This is an optimization exercise on Yosys and OpenROAD, whose aim is small area, not a production implementation.
At most, simulation tests tie the RTL to the original design; equivalence was not proved.
No functional check of the RTL was part of runs 1, 3 and 4.
Power is estimated from default activity; no workload was simulated.

`flow/flow/run.sh`:
```
#!/bin/bash
# Standard layout, with the smallest buffer on the ports.
set -euo pipefail
export BUFFER_PORTS_ARGS="-buffer_cell sky130_fd_sc_hd__buf_1"
bash standard.sh > flow_make.log 2>&1
```
`flow/standard.sh`:
```
#!/bin/bash
# synth_recipe.tcl (not shown) runs the flow's synth.tcl, then flattens the netlist and writes it again
# the make line also repeats each setting of config.mk as NAME=value (left out here)
make -C /OpenROAD-flow-scripts/flow DESIGN_CONFIG=/design/flow/config.mk WORK_HOME=/design/flow/orfs CLKGATE_MAP_FILE= SYNTH_SCRIPT=/design/flow/synth_recipe.tcl "${@:-finish}"
```
`flow/config.mk`:
```
export PLATFORM = sky130hd
export DESIGN_NAME = ung_tx_engine
export DESIGN_NICKNAME = ung_tx_engine
export VERILOG_FILES = /design/flow/design.v
export SDC_FILE = /design/flow/constraint.sdc
export NUM_CORES = 4
export LEC_CHECK = 0
export CAP_MARGIN = 20
export CORE_MARGIN = 2
export CORE_UTILIZATION = 40
export PLACE_DENSITY = 0.6
export SLEW_MARGIN = 20
```
`flow/constraint.sdc`:
```
create_clock -name core_clock -period 25.0 [get_ports {clk}]
set_input_delay 5.0000 -clock core_clock [delete_from_list [all_inputs] [get_ports {clk}]]
set_output_delay 5.0000 -clock core_clock [all_outputs]
set_load 0.01 [all_outputs]
```
`flow/design.v`:
```
module ung_tx_engine (
    input  wire        clk,
    input  wire        rst,           
    output wire        req_ready,
    input  wire        tick,
    input  wire        cmd_valid,
    input  wire [31:0] cmd_word,
    input  wire [31:0] cmd_opa,
    input  wire [31:0] cmd_opb,
    output reg         res_valid,
    output wire [7:0]  res_code,
    output wire        tx_valid,
    output reg  [7:0]  tx_byte,
    input  wire        tx_ready
);
    localparam [1:0] F_CD1 = 2'd0;    
    localparam [1:0] F_NOZ = 2'd1;    
    localparam [1:0] F_VOL = 2'd2;    
    localparam [1:0] F_AMT = 2'd3;    
    function [3:0] add3;
        input [3:0] n;
        input       e;
        reg g;
        begin
            g = e & (n[3] | (n[2] & (n[1] | n[0])));
            add3[3] = n[3] | g;
            add3[2] = g ? (n[3] & n[0]) : n[2];
            add3[1] = g ? (n[0] ? n[1] : n[3]) : n[1];
            add3[0] = n[0] ^ g;
        end
    endfunction
    function [31:0] dd_step;
        input [31:0] b;
        input [4:0]  c;
        reg [31:0] t;
        begin
            t[3:0]   = add3(b[3:0],   1'b1);
            t[7:4]   = add3(b[7:4],   c[4] | c[3]);
            t[11:8]  = add3(b[11:8],  c[4] | (c[3] & c[2]));
            t[15:12] = add3(b[15:12], c[4]);
            t[19:16] = add3(b[19:16], c[4] & (c[3] | c[2]));
            t[23:20] = add3(b[23:20], c[4] & c[3]);
            t[27:24] = add3(b[27:24], c[4] & c[3] & c[2]);
            t[31:28] = b[31:28];
            dd_step = {t[30:0], t[31]};
        end
    endfunction
    function [15:0] crc_step;
        input [15:0] c;
        input [7:0]  d;
        reg [7:0] x;
        begin
            x = c[15:8] ^ d;
            x = x ^ (x >> 4);
            crc_step = {c[7:0], 8'h00} ^ {x[3:0], 12'h000} ^ {3'b000, x, 5'b00000} ^ {8'h00, x};
        end
    endfunction
    wire [7:0] c_op   = cmd_word[7:0];
    wire       c_hv   = cmd_word[24];
    wire       c_ha   = cmd_word[25];
    wire       c_ill  = (cmd_word[31:26] != 6'd0) || (c_op == 8'd0) || (c_op > 8'd4);
    wire       c_ovf  = (c_op == 8'd2) &&
                        ((c_hv && cmd_opa > 32'd99999999) || (c_ha && cmd_opb > 32'd99999999));
    wire [7:0] c_d    = {4'd0, c_op[1] & c_op[0], c_op[2], 1'b0, c_op[2]};   
    reg        busy;          
    reg        conv;          
    reg        sweep;         
    reg [1:0]  fk;            
    reg        hv, ha;
    reg [4:0]  cnt;           
    reg [7:0]  addr;
    reg [7:0]  noz;           
    reg [31:0] vol, amt;
    reg [15:0] crc;
    reg        ill;           
    wire [3:0] pos   = cnt[3:0];
    wire       long  = fk[1];
    wire [31:0] pre  = fk[0] ? amt : vol;
    wire       send  = busy && !conv && tx_ready;
    wire       f_end = send && pos == 4'd11;
    wire       a_last = addr[5] && addr[3:0] == 4'hF;    
    assign req_ready = !busy;
    assign tx_valid  = busy && !conv;
    assign res_code  = {6'd0, !busy && !ill, !busy && ill};
    always @(*) begin
        case (pos)
            4'd0:    tx_byte = addr;
            4'd1:    tx_byte = 8'h11;
            4'd2:    tx_byte = {6'd0, fk} + 8'd1;
            4'd3:    tx_byte = long ? 8'h04 : 8'h01;
            4'd4:    tx_byte = pre[31:24];
            4'd5:    tx_byte = pre[23:16];
            4'd6:    tx_byte = pre[15:8];
            4'd7:    tx_byte = long ? pre[7:0] : noz;
            4'd8:    tx_byte = crc[7:0];
            4'd9:    tx_byte = crc[15:8];
            4'd10:   tx_byte = 8'h03;
            default: tx_byte = 8'hFA;
        endcase
    end
    always @(posedge clk) begin
        if (rst) begin
            busy      <= 1'b0;
            res_valid <= 1'b0;
        end else begin
            res_valid <= !busy && !tick && cmd_valid;
            if (!busy)
                busy <= tick || (cmd_valid && !c_ill && !c_ovf);
            else if (f_end && fk == F_CD1 && (!sweep || a_last))
                busy <= 1'b0;
        end
    end
    always @(posedge clk) begin
        ill <= c_ill;
        if (!busy) begin
            conv  <= 1'b1;
            cnt   <= 5'd5;
            sweep <= tick;
            fk    <= (!tick && c_op == 8'd2) ? F_NOZ : F_CD1;
            hv    <= c_hv;
            ha    <= c_ha;
            addr  <= tick ? 8'h50 : cmd_word[15:8];
            noz   <= tick ? 8'h00 : (c_op == 8'd2) ? cmd_word[23:16] : c_d;
            vol   <= {cmd_opa[26:0], 5'd0};
            amt   <= {cmd_opb[26:0], 5'd0};
        end else if (conv) begin
            cnt <= cnt + 5'd1;
            if (cnt == 5'd31)
                conv <= 1'b0;
            vol <= dd_step(vol, cnt);
            amt <= dd_step(amt, cnt);
        end else if (tx_ready) begin
            if (pos == 4'd11) begin
                cnt <= 5'd0;
                case (fk)
                    F_NOZ: begin
                        fk  <= hv ? F_VOL : ha ? F_AMT : F_CD1;
                        noz <= 8'h06;
                    end
                    F_VOL:   fk <= ha ? F_AMT : F_CD1;
                    F_AMT:   fk <= F_CD1;
                    default: addr[5:0] <= addr[5:0] + 6'd1;
                endcase
            end else if (pos == 4'd3 && !long)
                cnt <= 5'd7;
            else
                cnt <= cnt + 5'd1;
        end
        if (!busy || f_end)
            crc <= 16'hFFFF;
        else if (send && !pos[3])
            crc <= crc_step(crc, tx_byte);
    end
endmodule
```
==> run summary, run 1 <==
status finished clean; Required @ worst endpoint 20000 ps; Rows 48; hold buffers post-CTS 0; main area contributors after synthesis edfxtp_1 33%, dfxtp_1 10%, mux2i_1 6.8%, o21ai_0 4.0%, o2bb2ai_1 3.5%; Iteration-0 DRC Markers 376; hold depth 2; DRT Wirelength 19110 microns; Overall Global Routing Usage 0.2153; Slew @ Worst Pin 931.3 ps; Gate Count Post-Synth 724; unrepaired setup endpoints after global routing no; synthesized flop and latch total 110; Critical Path Max Stage Delay 890 ps; Clock Skews 11.16 ps; H-tree Lvls 3; Ys Warns 1; final worst path period need 7598 ps; worst vdd ir around 0.035 mV; Resized Gates After CTS 0; EDFF count, synth between 70 and 80; Synth top cells by count 75 x edfxtp_1, 59 x nand2_1, 55 x o21ai_0; Post CTS Setup Buffer Count 0; Initial Utilization 0.4047; largest net degree at the start of global routing 70; Post-synth top flop edfxtp_1; crit-path max FO 29; critical path class flip-flop to output pin; first-pass GRT wire length just over 30000 microns; share of layout cells above drive strength 1 0.05875; detailed-route vias per instance 5.516; hold crit path type flip-flop to flip-flop; Via Count 5748; R2R depth 8; critical path data arrival time 2600 ps; post-route setup TNS 0 ps; TritonCTS clock tree built; crit share post-route 0.3039; CTS Root Buffer Type clkbuf_16; Clock Latency Late Sink around 360 ps; placed instance area ~7400 sq um; Hold Slack approximately 520 ps; FMAX 131.6 MHz; CTS Sinks 110; Post-Syn Area 6927 sq um; Die ar. between 15000 and 20000 sq um; CP Depth 6; Antenna Cells 0; Area Growth Syn to Fin 11.87%; startpoint types flip-flop; most numerous cell in the Yosys netlist edfxtp_1; total power 0.4902 mW; Die Y 135.6 microns; Setup-failing EPs final 0; Synth top area share 0.3251; Remaining DRCs 0; vias in the first global route 5515; slowest cell on the critical path dfxtp_1; filler cell count 1736; Worst setup EP type output pin; Nets 923; clock slew seen by the registers of the worst setup and hold paths 80 ps; synth unique cells 65; # IOs 120; total CTS buffers 9; Port Buffer Count 113; crit-path leading delay family flip-flops; sequential area share after synthesis 0.4263; Die Wd ~140 microns; Design Area, Final slightly below 8000 sq um; PwrDens 63.27 nW/um^2; Buf+Inv Stages, Crit Path 2; Max clock buf depth 2; Final HPWL DP 13810 microns; largest area contributor in the netlist edfxtp_1; Avg Cell Area, Syn 9.567 sq um; GPL Wtd Cong 0.8621; Hold Fails Final Rpt 0; Final ANT Viol Nets 0; Leakage Power ~2.8 nW; initial antenna violation count 0; WL/cell roughly 18 microns; DRT Pass-1 Iters 4; Post-synth ARST share 0; Max-Slew Margin vs Limit 0.3776; cells along the critical path nand3b_2 -> o22a_1 -> o21ai_1 -> nor4_2 -> inv_1 -> buf_1; Max Cap Viol 0; core area 17120 sq um; total grt overflow 0; Final Max Slew Viols 0
-- metrics by stage --
step                      instances  setup slack [ps]  utilization
after CTS                      1042             17400       0.4526
after global placement         1026             17820       0.4338
after detailed placement       1026             17790       0.4338
after global routing           1042             17210       0.4527
after floorplan                 729             18020            -
final                          1042             17400       0.4527
-- registers in the layout, summed over array words and instances, names as in the netlist --
signal / flops
fk: 2
vol: 32
noz: 8
busy: 1
crc: 16
ill: 1
amt: 32
sweep: 1
res_valid: 1
addr: 8
cnt: 5
conv: 1
ha: 1
hv: 1
-- tightest hold or removal path, stage by stage (launching register included) --
cell and delay [ps]:
edfxtp_1 350, mux2i_1 70, nor2_1 70
-- path summary, 6_finish.rpt --
path / start / endpoint / slack, ps
max: cnt[3]$_SDFFE_PN0P_ / tx_byte[4] / 17400
min: vol[31]$_DFFE_PN_ / vol[0]$_SDFFE_PN0P_ / 520
max reg2reg: cnt[3]$_SDFFE_PN0P_ / crc[12]$_SDFFE_PP1P_ / 21910
min reg2reg: vol[31]$_DFFE_PN_ / vol[0]$_SDFFE_PN0P_ / 520
-- area by class of cell --
class	instances	area, sq um	share of cell area
inverters	37	138.9	0.01792
multi-input cells	535	3583	0.4625
flip-flops and latches	110	2954	0.3812
clock inverters	6	92.59	0.01195
clock buffers	10	229.0	0.02955
repair buffers	119	469.2	0.06055
well taps	225	281.5	0.03633
-- cell usage in the layout (no fill, tap or decap), types with 14 or more instances in the layout --
cell type	count
xnor2_1	27
o211ai_1	14
edfxtp_1	75
o2bb2ai_1	28
nand2_1	58
a21oi_1	42
o21ai_0	55
inv_1	35
nand3_1	31
dfxtp_1	34
nor2_1	47
mux2i_1	47
buf_1	113
-- cells by family (layout without fill, tap and decap cells) --
kind of cell | count (synthesis) | count (layout) | share of synthesized area
other | 1 | 6 | 0.0005414
adder cells (fa/ha/maj) | 10 | 10 | 0.01806
flip-flops | 110 | 110 | 0.4263
buffers and inverters | 84 | 172 | 0.05979
AO/OA/AOI/OAI | 208 | 208 | 0.1992
multiplexers | 49 | 49 | 0.07117
AND/OR/NAND/NOR | 217 | 217 | 0.1586
XOR/XNOR | 45 | 45 | 0.06629
-- routing by layer --
layer | vias up | share of wire | global-route usage
li1 | 2845 | - | -
met1 | 2737 | 0.49 | 0.3200
met2 | 146 | 0.45 | 0.3244
met3 | 20 | 0.043 | 0.02768
met4 | 0 | 0.017 | 0.06944
met5 | - | 0 | 0
-- power by group --
part           internal, mW  switching, mW
Clock                0.0887         0.0702
Combinational        0.0447         0.0602
Sequential            0.210         0.0166
==> run 2, diff against run 1 <==
--- a/flow/design.v
+++ b/flow/design.v
@@ -20,12 +20,9 @@
     function [3:0] add3;
         input [3:0] n;
-        input       e;
-        reg g;
         begin
-            g = e & (n[3] | (n[2] & (n[1] | n[0])));
-            add3[3] = n[3] | g;
-            add3[2] = g ? (n[3] & n[0]) : n[2];
-            add3[1] = g ? (n[0] ? n[1] : n[3]) : n[1];
-            add3[0] = n[0] ^ g;
+            add3[3] = n[3] | (n[2] & (n[1] | n[0]));
+            add3[2] = (n[3] & n[0]) | (n[2] & ~n[1] & ~n[0]);
+            add3[1] = (~n[2] & n[1]) | (n[1] & n[0]) | (n[3] & ~n[0]);
+            add3[0] = (~n[3] & ~n[2] & n[0]) | (n[2] & n[1] & ~n[0]) | (n[3] & ~n[0]);
         end
     endfunction
@@ -33,14 +30,20 @@
         input [31:0] b;
         input [4:0]  c;
+        integer j;
+        reg [7:0]  en;
         reg [31:0] t;
         begin
-            t[3:0]   = add3(b[3:0],   1'b1);
-            t[7:4]   = add3(b[7:4],   c[4] | c[3]);
-            t[11:8]  = add3(b[11:8],  c[4] | (c[3] & c[2]));
-            t[15:12] = add3(b[15:12], c[4]);
-            t[19:16] = add3(b[19:16], c[4] & (c[3] | c[2]));
-            t[23:20] = add3(b[23:20], c[4] & c[3]);
-            t[27:24] = add3(b[27:24], c[4] & c[3] & c[2]);
-            t[31:28] = b[31:28];
+            en[0] = 1'b1;
+            en[1] = c[4] | c[3];
+            en[2] = c[4] | (c[3] & c[2]);
+            en[3] = c[4];
+            en[4] = c[4] & (c[3] | c[2]);
+            en[5] = c[4] & c[3];
+            en[6] = c[4] & c[3] & c[2];
+            en[7] = 1'b0;
+            t = b;
+            for (j = 0; j < 8; j = j + 1)
+                if (en[j])
+                    t[j*4 +: 4] = add3(b[j*4 +: 4]);
             dd_step = {t[30:0], t[31]};
         end
==> flow/run.sh (new file) <==
#!/bin/bash
# synth_recipe.tcl (not shown) runs the flow's synth.tcl, then flattens the netlist and writes it again
# the make line also repeats each setting of config.mk as NAME=value (left out here)
make -C /OpenROAD-flow-scripts/flow DESIGN_CONFIG=/design/flow/config.mk WORK_HOME=/design/flow/orfs CLKGATE_MAP_FILE= SYNTH_SCRIPT=/design/flow/synth_recipe.tcl finish
removed: flow/flow/run.sh
removed: flow/standard.sh
==> run 2 against run 1 <==
Sequential share of layout area down 3.1 points. Clock-buffer cell count up 2. Combinational power grew 19%. Highest routed layer is now met5.
==> run summary, run 2 <==
Synth top area share 0.3234; startpoint types flip-flop; vias in the first global route 6050; post-route setup TNS 0 ps; H-tree Lvls 3; Slew @ Worst Pin 909.4 ps; EDFF count, synth 75; synth unique cells 62; share of layout cells above drive strength 1 0.04551; Clock Skews 10.29 ps; largest area contributor in the netlist edfxtp_1; Iteration-0 DRC Markers 415; hold buffers post-CTS 0; Via Count 6175; sequential area share after synthesis 0.4240; placed instance area 8162 sq um; Final ANT Viol Nets 0; Final HPWL DP 14920 microns; hold crit path type flip-flop to flip-flop; RR Endpoint crc[6]$_SDFFE_PP1P_; Design Area, Final 8424 sq um; Die Wd 136.0 microns; Die ar. 18480 sq um; WL/cell 19.62 microns; commonest non-fill, non-tap cell in the layout clkdlybuf4s50_1; Setup-failing EPs final 0; first-pass GRT wire length between 30000 and 40000 microns; final core occ 0.4905; Setup crit start fk[0]$_DFFE_PP_; Remaining DRCs 0; R2R depth 11; Critical R2R Launch fk[0]$_DFFE_PP_; Nets 941; Post-Syn Area 6964 sq um; Gate Count Post-Synth ~750; Die Y 136.0 microns; most frequent cells in the layout 113 x clkdlybuf4s50_1, 75 x edfxtp_1, 61 x nand2_1, 60 x nor2_1, 57 x a21oi_1; CTS Sinks 110; Max clock buf depth 2; critical path class flip-flop to output pin; total grt overflow 0; critical path data arrival time 3280 ps; final worst path period need 8282 ps; status finished clean; Final Max Slew Viols 0; Ys Warns 1; Rows 48; worst vdd ir 0.04399 mV; Post-synth top flop edfxtp_1; Worst setup EP type output pin; GPL Wtd Cong 0.9176; Avg Cell Area, Syn 9.323 sq um; DRT Wirelength between 20000 and 25000 microns; DRT Pass-1 Iters 4; flop2flop setup slack 21670 ps; Hold Slack 511.5 ps; FMAX 120.7 MHz; crit share post-route 0.3313; most numerous cell in the Yosys netlist edfxtp_1; Required @ worst endpoint 20000 ps; detailed-route vias per instance approximately 6; Post-synth ARST share 0; Hold Fails Final Rpt 0; Leakage Power a little over 3 nW; Port Buffer Count 113; Setup crit end tx_byte[1]; Resized Gates After CTS 0; initial antenna violation count 1; largest net degree at the start of global routing 72; unrepaired setup endpoints after global routing no; main area contributors after synthesis edfxtp_1 32%, dfxtp_1 10%, o2bb2ai_1 5.9%, mux2i_1 4.6%, a21oi_1 4.1%; Max-Slew Margin vs Limit 0.3929; Clock Latency Late Sink 360 ps; clock slew seen by the registers of the worst setup and hold paths 70 ps; Area Growth Syn to Fin 20.97%; Antenna Cells 0; core area 17180 sq um; Top Registers amt x31, vol x31, crc x16; Overall Global Routing Usage 0.2307; CTS Root Buffer Type clkbuf_16; Max Cap Viol 0; Synth top cells by count 75 x edfxtp_1, 62 x nand2_1, 61 x nor2_1; crit-path max FO 36; Initial Utilization 0.4054; PwrDens 58.02 nW/um^2; total CTS buffers 9; TritonCTS clock tree built; synthesized flop and latch total 110; Post CTS Setup Buffer Count 0; # IOs 120
-- run 2: cell count changes in the layout (fill, tap and decap cells not counted), sizes merged, moves of 11 or more --
cell,delta
clkdlybuf4s50,+113
inv,-14
nor3,+11
nor2,+13
mux2i,-14
a32oi,+12
o2bb2ai,+19
a22oi,+16
a21oi,+15
buf,-112
-- run 2: kinds of logic after synthesis --
family	share of synthesized area
XOR/XNOR	0.04312
adder cells (fa/ha/maj)	0.01797
other	0.0005385
AND/OR/NAND/NOR	0.1581
flip-flops	0.4240
AO/OA/AOI/OAI	0.2461
multiplexers	0.05570
buffers and inverters	0.05444
-- run 2: critical path, stage by stage, from the launching register on --
cell             delay (ps)
edfxtp_1                330
buf_4                   490
inv_1                   140
ha_1                    350
a22oi_1                 190
o22a_1                  160
o21ai_1                  70
nor4_1                  570
nand2_1                 120
clkdlybuf4s50_1         510
-- run 2: routing by layer --
| metal | vias to the layer above | GRT usage | wire length (microns) |
|---|---|---|---|
| met2 | 155 | 0.3813 | 10080 |
| met3 | 18 | 0.03803 | 876 |
| li1 | 2971 | - | - |
| met4 | 2 | 0.05440 | 256 |
| met1 | 3029 | 0.3169 | 9572 |
| met5 | - | 0 | 13 |
-- run 2: report_power, final --
| group | internal (mW) | switching (mW) |
|---|---|---|
| logic | 0.0615 | 0.0639 |
| clock network | 0.0674 | 0.0670 |
| registers | 0.210 | 0.0189 |
| total | 0.339 | 0.150 |
-- run 2: worst min path at each step --
| stage | from | to | slack, ps | cells after the start |
|---|---|---|---|---|
| 5_1_grt | vol[1]$_SDFFE_PN0P_ | vol[1]$_SDFFE_PN0P_ | 540 | 2 |
| 3_5_place_dp | vol[1]$_SDFFE_PN0P_ | vol[1]$_SDFFE_PN0P_ | 500 | 2 |
| 4_1_cts | vol[1]$_SDFFE_PN0P_ | vol[1]$_SDFFE_PN0P_ | 510 | 2 |
| 3_3_place_gp | vol[1]$_SDFFE_PN0P_ | vol[1]$_SDFFE_PN0P_ | 490 | 2 |
| 2_1_floorplan | vol[1]$_SDFFE_PN0P_ | vol[1]$_SDFFE_PN0P_ | 460 | 2 |
| 6_report | flip-flop | flip-flop | 510 | 2 |
-- run 2: layout make-up --
type,count,area (sq um)
Clock buffer,12,236.5
Clock inverter,4,23.77
Fill cell,1644,8752
Inverter,24,90.09
Multi-Input combinational cell,565,3656
Sequential cell,110,2953
Tap cell,225,281.5
Timing Repair Buffer,120,1184
-- run 2: through the flow --
step / instances / setup WS (ps) / power [mW]
after floorplan: 752 / 17830 / 0.3073
after global placement: 1044 / 17140 / 0.3543
after detailed placement: 1044 / 17110 / 0.3569
after CTS: 1060 / 16720 / 0.4915
after global routing: 1060 / 16550 / 0.5116
final: 1060 / 16720 / 0.4888
==> run 3, diff against run 2 <==
--- a/flow/design.v
+++ b/flow/design.v
@@ -20,9 +20,12 @@
     function [3:0] add3;
         input [3:0] n;
+        input       e;
+        reg g;
         begin
-            add3[3] = n[3] | (n[2] & (n[1] | n[0]));
-            add3[2] = (n[3] & n[0]) | (n[2] & ~n[1] & ~n[0]);
-            add3[1] = (~n[2] & n[1]) | (n[1] & n[0]) | (n[3] & ~n[0]);
-            add3[0] = (~n[3] & ~n[2] & n[0]) | (n[2] & n[1] & ~n[0]) | (n[3] & ~n[0]);
+            g = e & (n[3] | (n[2] & (n[1] | n[0])));
+            add3[3] = n[3] | g;
+            add3[2] = g ? (n[3] & n[0]) : n[2];
+            add3[1] = g ? (n[0] ? n[1] : n[3]) : n[1];
+            add3[0] = n[0] ^ g;
         end
     endfunction
@@ -30,20 +33,14 @@
         input [31:0] b;
         input [4:0]  c;
-        integer j;
-        reg [7:0]  en;
         reg [31:0] t;
         begin
-            en[0] = 1'b1;
-            en[1] = c[4] | c[3];
-            en[2] = c[4] | (c[3] & c[2]);
-            en[3] = c[4];
-            en[4] = c[4] & (c[3] | c[2]);
-            en[5] = c[4] & c[3];
-            en[6] = c[4] & c[3] & c[2];
-            en[7] = 1'b0;
-            t = b;
-            for (j = 0; j < 8; j = j + 1)
-                if (en[j])
-                    t[j*4 +: 4] = add3(b[j*4 +: 4]);
+            t[3:0]   = add3(b[3:0],   1'b1);
+            t[7:4]   = add3(b[7:4],   c[4] | c[3]);
+            t[11:8]  = add3(b[11:8],  c[4] | (c[3] & c[2]));
+            t[15:12] = add3(b[15:12], c[4]);
+            t[19:16] = add3(b[19:16], c[4] & (c[3] | c[2]));
+            t[23:20] = add3(b[23:20], c[4] & c[3]);
+            t[27:24] = add3(b[27:24], c[4] & c[3] & c[2]);
+            t[31:28] = b[31:28];
             dd_step = {t[30:0], t[31]};
         end
@@ -86,19 +83,38 @@
     assign tx_valid  = busy && !conv;
     assign res_code  = {6'd0, !busy && !ill, !busy && ill};
+    wire s0  = pos == 4'd0;
+    wire s1  = pos == 4'd1;
+    wire s2  = pos == 4'd2;
+    wire s3  = pos == 4'd3;
+    wire s4  = pos == 4'd4;
+    wire s5  = pos == 4'd5;
+    wire s6  = pos == 4'd6;
+    wire s7  = pos == 4'd7;
+    wire s8  = pos == 4'd8;
+    wire s9  = pos == 4'd9;
+    wire s10 = pos == 4'd10;
+    wire s11 = pos == 4'd11;
+    wire sv  = !fk[0];
+    wire sa  = fk[0];
+    wire [7:0] c_type = {5'd0, fk == F_AMT, fk[1] ^ fk[0], !fk[0]};    
     always @(*) begin
-        case (pos)
-            4'd0:    tx_byte = addr;
-            4'd1:    tx_byte = 8'h11;
-            4'd2:    tx_byte = {6'd0, fk} + 8'd1;
-            4'd3:    tx_byte = long ? 8'h04 : 8'h01;
-            4'd4:    tx_byte = pre[31:24];
-            4'd5:    tx_byte = pre[23:16];
-            4'd6:    tx_byte = pre[15:8];
-            4'd7:    tx_byte = long ? pre[7:0] : noz;
-            4'd8:    tx_byte = crc[7:0];
-            4'd9:    tx_byte = crc[15:8];
-            4'd10:   tx_byte = 8'h03;
-            default: tx_byte = 8'hFA;
-        endcase
+        tx_byte = ({8{s0}} & addr)
+                | ({8{s1}} & 8'h11)
+                | ({8{s2}} & c_type)
+                | ({8{s3 & long}} & 8'h04)
+                | ({8{s3 & !long}} & 8'h01)
+                | ({8{s4 & sv}} & vol[31:24])
+                | ({8{s5 & sv}} & vol[23:16])
+                | ({8{s6 & sv}} & vol[15:8])
+                | ({8{s7 & long & sv}} & vol[7:0])
+                | ({8{s4 & sa}} & amt[31:24])
+                | ({8{s5 & sa}} & amt[23:16])
+                | ({8{s6 & sa}} & amt[15:8])
+                | ({8{s7 & long & sa}} & amt[7:0])
+                | ({8{s7 & !long}} & noz)
+                | ({8{s8}} & crc[7:0])
+                | ({8{s9}} & crc[15:8])
+                | ({8{s10}} & 8'h03)
+                | ({8{s11}} & 8'hFA);
     end
     always @(posedge clk) begin
==> flow/flow/run.sh (new file) <==
#!/bin/bash
# Standard layout, with the smallest buffer on the ports.
set -euo pipefail
export BUFFER_PORTS_ARGS="-buffer_cell sky130_fd_sc_hd__buf_1"
bash standard.sh > flow_make.log 2>&1
==> flow/standard.sh (new file) <==
#!/bin/bash
# synth_recipe.tcl (not shown) runs the flow's synth.tcl, then flattens the netlist and writes it again
# the make line also repeats each setting of config.mk as NAME=value (left out here)
make -C /OpenROAD-flow-scripts/flow DESIGN_CONFIG=/design/flow/config.mk WORK_HOME=/design/flow/orfs CLKGATE_MAP_FILE= SYNTH_SCRIPT=/design/flow/synth_recipe.tcl "${@:-finish}"
--- a/flow/config.mk
+++ b/flow/config.mk
@@ -6,7 +6,9 @@
 export NUM_CORES = 4
 export LEC_CHECK = 0
+export ABC_AREA = 1
 export CAP_MARGIN = 20
 export CORE_MARGIN = 2
 export CORE_UTILIZATION = 40
+export CTS_BUF_LIST = sky130_fd_sc_hd__clkbuf_8
 export PLACE_DENSITY = 0.6
 export SLEW_MARGIN = 20
removed: flow/run.sh
==> run 3 against run 2 <==
Still clean on timing, DRC and antenna. Clock power about the same. Clock skew grew 2.2 ps. Synthesized cell count increased by 40%. Hold slack better by 16 ps. Critical path type unchanged.
==> run summary, run 3 <==
Area Growth Syn to Fin 11.87%; complex-gate fraction of the synthesized area 0.1405; TritonCTS clock tree built; Rows 49; CTS Root Buffer Type clkbuf_8; DRT Pass-1 Iters 5; mux cell area share after synthesis 0; most frequent cells in the layout 266 x nand2_1, 155 x nor2_1, 143 x inv_1, 113 x buf_1, 92 x nand3_1; PwrDens 56.56 nW/um^2; CTS Sinks 110; Synth top area share 0.3125; critical path class flip-flop to output pin; Ys Warns 1; post-route setup TNS 0 ps; Placed Cells 1363; Clock Skews 12.46 ps; Synth top cells by count 266 x nand2_1, 155 x nor2_1, 142 x inv_1; Worst setup EP type output pin; hold buffers post-CTS 0; crit share post-route 0.3091; Resized Gates After CTS 0; Max-Slew Margin vs Limit 0.3750; total CTS buffers 9; Top Registers amt x32, vol x32, crc x16; core area 17840 sq um; Post-Syn Area 7207 sq um; first-pass GRT wire length 34850 microns; Post-synth top flop edfxtp_1; Die Wd 138.2 microns; Hold Fails Final Rpt 0; EDFF count, synth 75; Final Max Slew Viols 0; synthesized flop and latch total 110; commonest non-fill, non-tap cell in the layout nand2_1; largest net degree at the start of global routing 47; startpoint types flip-flop; Layout Cells excl Fill 1379; largest family of logic cells by synthesized area simple AND/OR/NAND/NOR gates; Gate Count Post-Synth 1045; Remaining DRCs 0; GPL Wtd Cong 0.9450; Initial Utilization 0.4040; Critical Path Max Stage Delay just over 700 ps; crit-path max FO 14; Post-Synth Adder-Cell Area 0.01736; largest area contributor in the netlist edfxtp_1; Overall Global Routing Usage 0.2272; Nets 1256; status finished clean; FMAX 129.4 MHz; Slew @ Worst Pin 927.8 ps; synth unique cells 42; Setup-failing EPs final 0; most numerous cell in the Yosys netlist nand2_1; Clock Latency Late Sink 400 ps; clock slew seen by the registers of the worst setup and hold paths 110 ps; sequential area share after synthesis 0.4097; H-tree Lvls 3; DRT Wirelength 21790 microns; Post CTS Setup Buffer Count 0; final worst path period need 7728 ps; vias in the first global route 6537; slowest cell on the critical path edfxtp_1; Via Count 7232; total grt overflow 0; Required @ worst endpoint around 20000 ps; initial antenna violation count 0; Port Buffer Count 113; Die Y 138.2 microns; Max Cap Viol 0; critical path data arrival time about 2700 ps; share of layout cells above drive strength 1 0.03565; Max clock buf depth 2; Final ANT Viol Nets 0; # IOs between 100 and 150; Post-synth ARST share 0; xor/xnor cell area share of the yosys netlist 0.001215; cells along the critical path clkinv_1 -> ha_1 -> nand3_1 -> nand2_1 -> nor2_1 -> nand2_1 -> nor2_1 -> nand3_1 -> buf_1; hold crit path type flip-flop to flip-flop; Die ar. between 15000 and 20000 sq um; Antenna Cells 0; Iteration-0 DRC Markers 747; Avg Cell Area, Syn 6.897 sq um; WL/cell ~16 microns; simple-gate area share of the yosys netlist 0.3311; unrepaired setup endpoints after global routing no; Leakage Power 3.569 nW; detailed-route vias per instance 5.244; main area contributors after synthesis edfxtp_1 31%, nand2_1 14%, dfxtp_1 9.7%, nor2_1 8.1%, inv_1 7.4%; worst vdd ir between 0.02 and 0.03 mV; Final HPWL DP 16710 microns
run 3: changes by cell type in the layout (fill, tap and decap cells not counted), moves of 32 or more:
cell             previous run  this run
inv_1                      23       143
buf_1                       0       113
nor2_1                     60       155
clkdlybuf4s50_1           113         0
mux2i_1                    32         0
nand2_1                    61       266
nand3_1                    23        92
o2bb2ai_1                  47         0
run 3: path summary, 6_finish.rpt:
check,slack (ps),startpoint,endpoint,depth (start not counted)
max,17270,fk[0]$_DFFE_PP_,tx_byte[1],9
min,530,vol[2]$_SDFFE_PN0P_,vol[3]$_SDFFE_PN0P_,2
max reg2reg,22180,fk[0]$_DFFE_PP_,crc[1]$_SDFFE_PP1P_,14
min reg2reg,530,vol[2]$_SDFFE_PN0P_,vol[3]$_SDFFE_PN0P_,2
run 3: cell type report:
cell class | instances | area [sq um]
fill | 1883 | 9778
multi-input combinational | 758 | 3555
sequential | 110 | 2954
inverter | 147 | 551.8
timing repair buffer | 119 | 469.2
tap | 229 | 286.5
clock buffer | 10 | 137.6
clock inverter | 6 | 108.9
run 3: cells by family after synthesis:
family / count (synthesis)
AND/OR/NAND/NOR: 568
buffers and inverters: 182
AO/OA/AOI/OAI: 173
flip-flops: 110
adder cells (fa/ha/maj): 10
XOR/XNOR: 1
other: 1
run 3: stage by stage:
| stage | utilization | total power [mW] | setup WS (ps) | area, sq um | hold WS, ps |
|---|---|---|---|---|---|
| after floorplan | - | 0.2884 | 18480 | 7226 | 463.3 |
| after global placement | 0.4381 | 0.3231 | 17810 | 7816 | 506.7 |
| after detailed placement | 0.4381 | 0.3235 | 17720 | 7816 | 499.8 |
| after CTS | 0.4519 | 0.4568 | 17260 | 8063 | 522.3 |
| after global routing | 0.4519 | 0.4787 | 16970 | 8063 | 544.4 |
| final | 0.4519 | 0.4560 | 17270 | 8063 | 527.2 |
run 3: report_power, final:
group	switching [mW]	total (mW)	leakage (nW)	internal, mW
logic	0.0654	0.0961	2.35	0.0307
clock network	0.0658	0.135	0.129	0.0695
registers	0.0148	0.225	1.09	0.210
run 3: critical path, delay by kind of cell, from the launching register on:
| kind | cells | cell delay [ps] |
|---|---|---|
| buffers and inverters | 2 | 600 |
| AND/OR/NAND/NOR | 6 | 600 |
| flip-flops | 1 | 710 |
| adder cells (fa/ha/maj) | 1 | 420 |
run 3: per-layer routing:
metal | share of wire | global-route usage | wire, microns | up-vias
met5 | 0 | 0 | 0 | -
met4 | 0.022 | 0.07841 | 474 | 0
met3 | 0.060 | 0.03048 | 1299 | 29
met2 | 0.44 | 0.3525 | 9631 | 252
met1 | 0.48 | 0.3275 | 10390 | 3290
li1 | - | - | - | 3661
==> run 4, diff against run 3 <==
--- a/flow/config.mk
+++ b/flow/config.mk
@@ -6,9 +6,7 @@
 export NUM_CORES = 4
 export LEC_CHECK = 0
-export ABC_AREA = 1
 export CAP_MARGIN = 20
 export CORE_MARGIN = 2
 export CORE_UTILIZATION = 40
-export CTS_BUF_LIST = sky130_fd_sc_hd__clkbuf_8
 export PLACE_DENSITY = 0.6
 export SLEW_MARGIN = 20
==> run 4 against run 3 <==
Clock-buffer cell count increased by 3. Highest routed layer unchanged. Combinational power grew 4.0%. Cell area decreased by 4.5%. Largest cell class unchanged. Clock power increased by 7%.
==> run summary, run 4 <==
H-tree Lvls 3; Worst setup EP type output pin; core area ~17000 sq um; critical path data arrival time 3020 ps; sequential area share after synthesis 0.4289; Synth top cells by count 75 x edfxtp_1, 57 x nand2_1, 47 x o21ai_0; largest area contributor in the netlist edfxtp_1; largest net degree at the start of global routing 75; Top Registers amt x32, vol x32, crc x16; Hold Fails Final Rpt 0; total grt overflow 0; detailed-route vias per instance slightly below 6; status finished clean; Port Buffer Count around 110; Gate Count Post-Synth 716; Required @ worst endpoint ~20000 ps; Clock Skews 8.736 ps; clock slew seen by the registers of the worst setup and hold paths roughly 70 ps; initial antenna violation count 0; Die Y 135.2 microns; Post-synth ARST share 0; worst vdd ir 0.03550 mV; Post-synth top flop edfxtp_1; Final Max Slew Viols 0; PwrDens 61.57 nW/um^2; Max clock buf depth 2; Critical Path Max Stage Delay 970 ps; Die ar. 18280 sq um; Slew @ Worst Pin around 950 ps; most numerous cell in the Yosys netlist edfxtp_1; Post CTS Setup Buffer Count 0; Crit path top cell by count inv_1; Clock Latency Late Sink 360 ps; Final Worst Setup Slack 16980 ps; Remaining DRCs 0; Final HPWL DP 15280 microns; Iteration-0 DRC Markers between 400 and 500; crit-path max FO 19; Post-Syn Area 6885 sq um; share of layout cells above drive strength 1 0.05693; main area contributors after synthesis edfxtp_1 33%, dfxtp_1 10%, xnor2_1 4.1%, o21ai_0 3.4%, mux2i_1 3.3%; Via Count 5987; Nets 914; Setup-failing EPs final 0; Leakage Power 2.841 nW; # IOs 120; vias in the first global route 5916; hold crit path type flip-flop to flip-flop; DRT Pass-1 Iters 5; cells along the critical path inv_1 -> ha_1 -> nand2_1 -> a21oi_1 -> nand4b_1 -> nor3_1 -> inv_1 -> buf_1; DRT Wirelength 20790 microns; WL/cell slightly above 20 microns; Area Growth Syn to Fin 11.78%; TritonCTS clock tree built; first-pass GRT wire length 32560 microns; Resized Gates After CTS 0; total CTS buffers 9; Rows 47; unrepaired setup endpoints after global routing no; CTS Sinks 110; final worst path period need 8018 ps; Final ANT Viol Nets 0; Avg Cell Area, Syn 9.616 sq um; post-route setup TNS 0 ps; Max Cap Viol 0; slowest cell on the critical path edfxtp_1; FMAX 124.7 MHz; synth unique cells 75; GPL Wtd Cong 0.9184; pre-CTS setup slack ~17000 ps; most frequent cells in the layout 113 x buf_1, 75 x edfxtp_1, 56 x nand2_1, 47 x o21ai_0, 44 x nor2_1; crit share post-route 0.3207; Die Wd 135.2 microns; Synth top area share 0.3271; CTS Root Buffer Type clkbuf_16; EDFF count, synth 75; Initial Utilization 0.4123; synthesized flop and latch total 110; Antenna Cells 0; Max-Slew Margin vs Limit 0.3676; critical path class flip-flop to output pin; hold buffers post-CTS 0; Overall Global Routing Usage 0.2324; startpoint types flip-flop; Ys Warns 1; commonest non-fill, non-tap cell in the layout buf_1
-- run 4: cell count changes after synthesis, moves of 25 or more --
cell       previous run  this run
nand3_1              92        32
nand2_1             266        57
nor2_1              155        45
xnor2_1               0        32
inv_1               142        36
o2bb2ai_1             0        25
-- run 4: final timing paths --
path | startpoint | endpoint | slack (ps) | cells after the start
worst max register to register | fk[0]$_DFFE_PP_ | crc[6]$_SDFFE_PP1P_ | 21610 | 10
worst max-delay path | fk[0]$_DFFE_PP_ | tx_byte[1] | 16980 | 8
worst min register to register | crc[1]$_SDFFE_PP1P_ | crc[1]$_SDFFE_PP1P_ | 530 | 2
worst min-delay path | crc[1]$_SDFFE_PP1P_ | crc[1]$_SDFFE_PP1P_ | 530 | 2
-- run 4: kinds of logic (layout without fill, tap and decap cells) --
family	count (synthesis)	after routing	synth area share
XOR/XNOR	46	46	0.06814
flip-flops	110	110	0.4289
adder cells (fa/ha/maj)	10	10	0.01817
multiplexers	27	27	0.03998
AND/OR/NAND/NOR	221	221	0.1686
buffers and inverters	84	171	0.05615
other	1	6	0.0005446
AO/OA/AOI/OAI	217	217	0.2195
-- run 4: metrics by stage --
stage                     hold WS, ps  cells  total power, mW    util  cell area, sq um
final                           529.7   1028           0.4739  0.4608              7696
after global routing            547.7   1028           0.4952  0.4608              7696
after CTS                       517.7   1028           0.4760  0.4606              7692
after detailed placement        508.3   1012           0.3319  0.4428              7396
after global placement          499.4   1012           0.3295  0.4428              7396
after floorplan                 473.4    721           0.2991       -              6904
-- run 4: layer usage --
layer	vias up	wire length [microns]	track usage
met5	-	0	0
met4	0	400	0.06771
met3	31	1212	0.04452
met2	203	10140	0.3813
met1	2913	9038	0.3139
li1	2840	-	-
-- run 4: layout make-up --
type                       count  area, sq um
clock inverter                 3        25.02
sequential                   110         2954
fill                        1642         9005
clock buffer                  13        271.5
timing repair buffer         118        461.7
tap                          220        275.3
inverter                      37        138.9
multi-input combinational    527         3570
-- run 4: report_power, final --
| group | total, mW | switching [mW] | internal [mW] |
|---|---|---|---|
| clock network | 0.145 | 0.0677 | 0.0771 |
| logic | 0.0999 | 0.0562 | 0.0437 |
| registers | 0.229 | 0.0192 | 0.210 |
-- run 4: worst max-delay path, delay by kind of cell (launching register included) --
kind,cells,cell delay [ps]
AO/OA/AOI/OAI,1,80
adder cells (fa/ha/maj),1,370
buffers and inverters,3,500
flip-flops,1,970
AND/OR/NAND/NOR,3,740
==> run 5, diff against run 4 <==
--- a/flow/design.v
+++ b/flow/design.v
@@ -82,5 +82,5 @@
     assign req_ready = !busy;
     assign tx_valid  = busy && !conv;
-    assign res_code  = {6'd0, !busy && !ill, !busy && ill};
+    assign res_code  = {{6{sweep}}, !busy && !ill, ill};
     wire s0  = pos == 4'd0;
     wire s1  = pos == 4'd1;
--- a/flow/config.mk
+++ b/flow/config.mk
@@ -9,4 +9,5 @@
 export CORE_MARGIN = 2
 export CORE_UTILIZATION = 40
+export CTS_BUF_LIST = sky130_fd_sc_hd__clkbuf_8
 export PLACE_DENSITY = 0.6
 export SLEW_MARGIN = 20
==> run 5 against run 4 <==
Critical path depth is the same. Clock power shrank 22%. Total power shrank 7.6%. Synthesized cell count grew 2.5%. Routed wire length shrank 4.9%. Clock-buffer cell count shrank 3. Final cell count grew 2.3%. Register-to-register slack gained 110 ps. Sequential share of layout area grew 0.49 points. Maximum frequency grew 0.21%. Non-clock buffer count grew 9. Largest cell class unchanged.
==> run summary, run 5 <==
status finished clean; slowest cell on the critical path nor4bb_1; Die Y 134.5 microns; Slew @ Worst Pin 966.6 ps; Sw Share 0.3112; EDFF count, synth 75; Flop pwr share 0.523; final worst path period need 8001 ps; Iteration-0 DRC Markers 491; worst vdd ir approximately 0.035 mV; Leakage Power 2.861 nW; largest area contributor in the netlist edfxtp_1; Critical Path Max Stage Delay 720 ps; detailed-route vias per instance 5.639; clock power share 0.259; Final ANT Viol Nets 0; Initial Utilization 0.4094; synthesized flop and latch total 110; crit-path leading delay family simple AND/OR/NAND/NOR gates; Synth top cells by count 75 x edfxtp_1, 65 x nand2_1, 54 x inv_1; Buf+Inv Stages, Crit Path 3; initial antenna violation count 0; Area Growth Syn to Fin 11.53%; Final Max Slew Viols 0; logic gate share of total power 0.218; share of layout cells above drive strength 1 0.05409; CTS Root Buffer Type clkbuf_8; first-pass GRT wire length 31170 microns; core area between 15000 and 20000 sq um; hold buffers post-CTS 0; Max-Slew Margin vs Limit 0.3533; PwrDens about 58 nW/um^2; most numerous cell in the Yosys netlist edfxtp_1; FMAX 125.0 MHz; Clock Skews 15.07 ps; Max clock buf depth 2; Ys Warns 1; flop2flop setup slack 21720 ps; Clock Latency Late Sink roughly 390 ps; startpoint types flip-flop; H-tree Lvls 3; TritonCTS clock tree built; Hold Fails Final Rpt 0; Power Internal roughly 0.30 mW; Max Cap Viol 0; Die Wd ~130 microns; total grt overflow 0; unrepaired setup endpoints after global routing no; critical path data arrival time around 3000 ps; Top Registers amt x32, vol x32, crc x16; crit share post-route 0.3200; cells along the critical path inv_1 -> ha_1 -> nor4bb_1 -> a222oi_1 -> o2111ai_1 -> a2111oi_4 -> inv_1 -> buf_1; Rows 47; area occupied by multi-input gates 3451 sq um; Die ar. 18090 sq um; total CTS buffers 9; critical path class flip-flop to output pin; Port Buffer Count 119; Synth top area share 0.3306; GPL Wtd Cong ~0.94; vias in the first global route 5464; Setup-failing EPs final 0; Post CTS Setup Buffer Count 0; pre-CTS setup slack 17430 ps; Worst setup EP type output pin; Via Count 5932; hold crit path type flip-flop to flip-flop; DRT Wirelength 19770 microns; sequential area share after synthesis 0.4334; Post-Syn Area 6813 sq um; Avg Cell Area, Syn 9.282 sq um; # IOs 120; Gate Count Post-Synth 734; largest net degree at the start of global routing 60; CTS Sinks 110; WL/cell 18.80 microns; most frequent cells in the layout 119 x buf_1, 75 x edfxtp_1, 64 x nand2_1, 54 x inv_1, 52 x o21ai_0; Remaining DRCs 0; Overall Global Routing Usage 0.2249; clock slew seen by the registers of the worst setup and hold paths 100 ps; Nets 938; Post-synth ARST share 0; main area contributors after synthesis edfxtp_1 33%, dfxtp_1 10%, xnor2_1 4.1%, o21ai_0 3.8%, nand2_1 3.6%; Required @ worst endpoint 20000 ps; Final Worst Setup Slack 17000 ps; post-route setup TNS 0 ps; Crit path top cell by count inv_1; filler cell count between 1500 and 2000; DRT Pass-1 Iters 5; Final HPWL DP 14660 microns; FF/Latch Area 2954 sq um; placed instance area 7393 sq um; commonest non-fill, non-tap cell in the layout buf_1; Post-synth top flop edfxtp_1; Design Area, Final about 7600 sq um; Antenna Cells 0; crit-path max FO 23; Resized Gates After CTS 0; P_sw 0.1363 mW; synth unique cells between 60 and 70
==> run 5: final timing paths <==
check	from	end	cells after the start
max	cnt[0]$_SDFFE_PN1P_	tx_byte[1]	8
min	crc[12]$_SDFFE_PP1P_	crc[12]$_SDFFE_PP1P_	1
max reg2reg	cnt[0]$_SDFFE_PN1P_	crc[6]$_SDFFE_PP1P_	10
min reg2reg	crc[12]$_SDFFE_PP1P_	crc[12]$_SDFFE_PP1P_	1
==> run 5: kinds of logic (layout without fill, tap and decap cells) <==
kind of cell             count (synthesis)  count (layout)  share of synthesized area
AO/OA/AOI/OAI                          218             218                     0.2215
flip-flops                             110             110                     0.4334
AND/OR/NAND/NOR                        223             223                     0.1625
multiplexers                            27              27                    0.04151
buffers and inverters                  100             198                    0.06042
XOR/XNOR                                46              46                    0.06226
adder cells (fa/ha/maj)                 10              10                    0.01837
==> run 5: final cells by class <==
cell class	count	share of cell area
tap	220	0.03623
sequential	110	0.3888
inverter	55	0.02717
clock inverter	6	0.008892
timing repair buffer	127	0.06669
clock buffer	10	0.01811
multi-input combinational	524	0.4541
==> run 5: power groups by stage <==
stage	combinational, mW	clock, mW	sequential (mW)
3_5_place_dp	0.0952	0	0.233
2_1_floorplan	0.0724	0	0.222
6_report	0.0956	0.113	0.229
5_1_grt	0.107	0.123	0.231
4_1_cts	0.0957	0.116	0.229
3_3_place_gp	0.0943	0	0.233
==> run 5: layer usage <==
metal / global-route usage / vias to the layer above / share of wire
met1: 0.3201 / 2807 / 0.48
met2: 0.3520 / 200 / 0.45
met5: 0 / - / 0
li1: - / 2896 / -
met3: 0.04129 / 29 / 0.055
met4: 0.06257 / 0 / 0.020
==> run 5: stage by stage <==
step	util	std cells	hold slack [ps]	power (mW)
floorplan	-	734	461.1	0.2947
finish	0.4566	1052	520.3	0.4380
global placement	0.4443	1036	484.8	0.3277
global route	0.4566	1052	561.2	0.4606
detailed placement	0.4443	1036	493.8	0.3280
CTS	0.4566	1052	515.5	0.4405

## port drivers added, routing unchanged
In the flow no input, the clock included, has a driving cell. The finished layouts below were timed again as built, in two steps.
Step 1: set_driving_cell puts a clkbuf_16 on clk and a buf_2 on each other input, an assumption about the parent block.
Step 2 times the ports against the registers' clock, not the clock port: input delays grow and output delays shrink by t, the midpoint of the rising clock arrivals with the driver on.
a / b / c = ideal ports / drivers / drivers and shift; a / b = the first two.
| run | t (ns) | setup WS [ns] | worst setup path at the end | cell pins on the clock port's net |
|---|---|---|---|---|
| run 1 | 0.403 | 17.402 / 17.356 / 17.760 | register to output | 1 |
| run 2 | 0.395 | 16.718 / 16.676 / 17.071 | register to output | 1 |
| run 3 | 0.432 | 17.272 / 17.235 / 17.667 | register to output | 1 |
| run 4 | 0.403 | 16.982 / 16.938 / 17.342 | register to output | 1 |
| run 5 | 0.426 | 16.999 / 16.959 / 17.386 | register to output | 1 |
After both steps setup and hold are still met in every run listed.
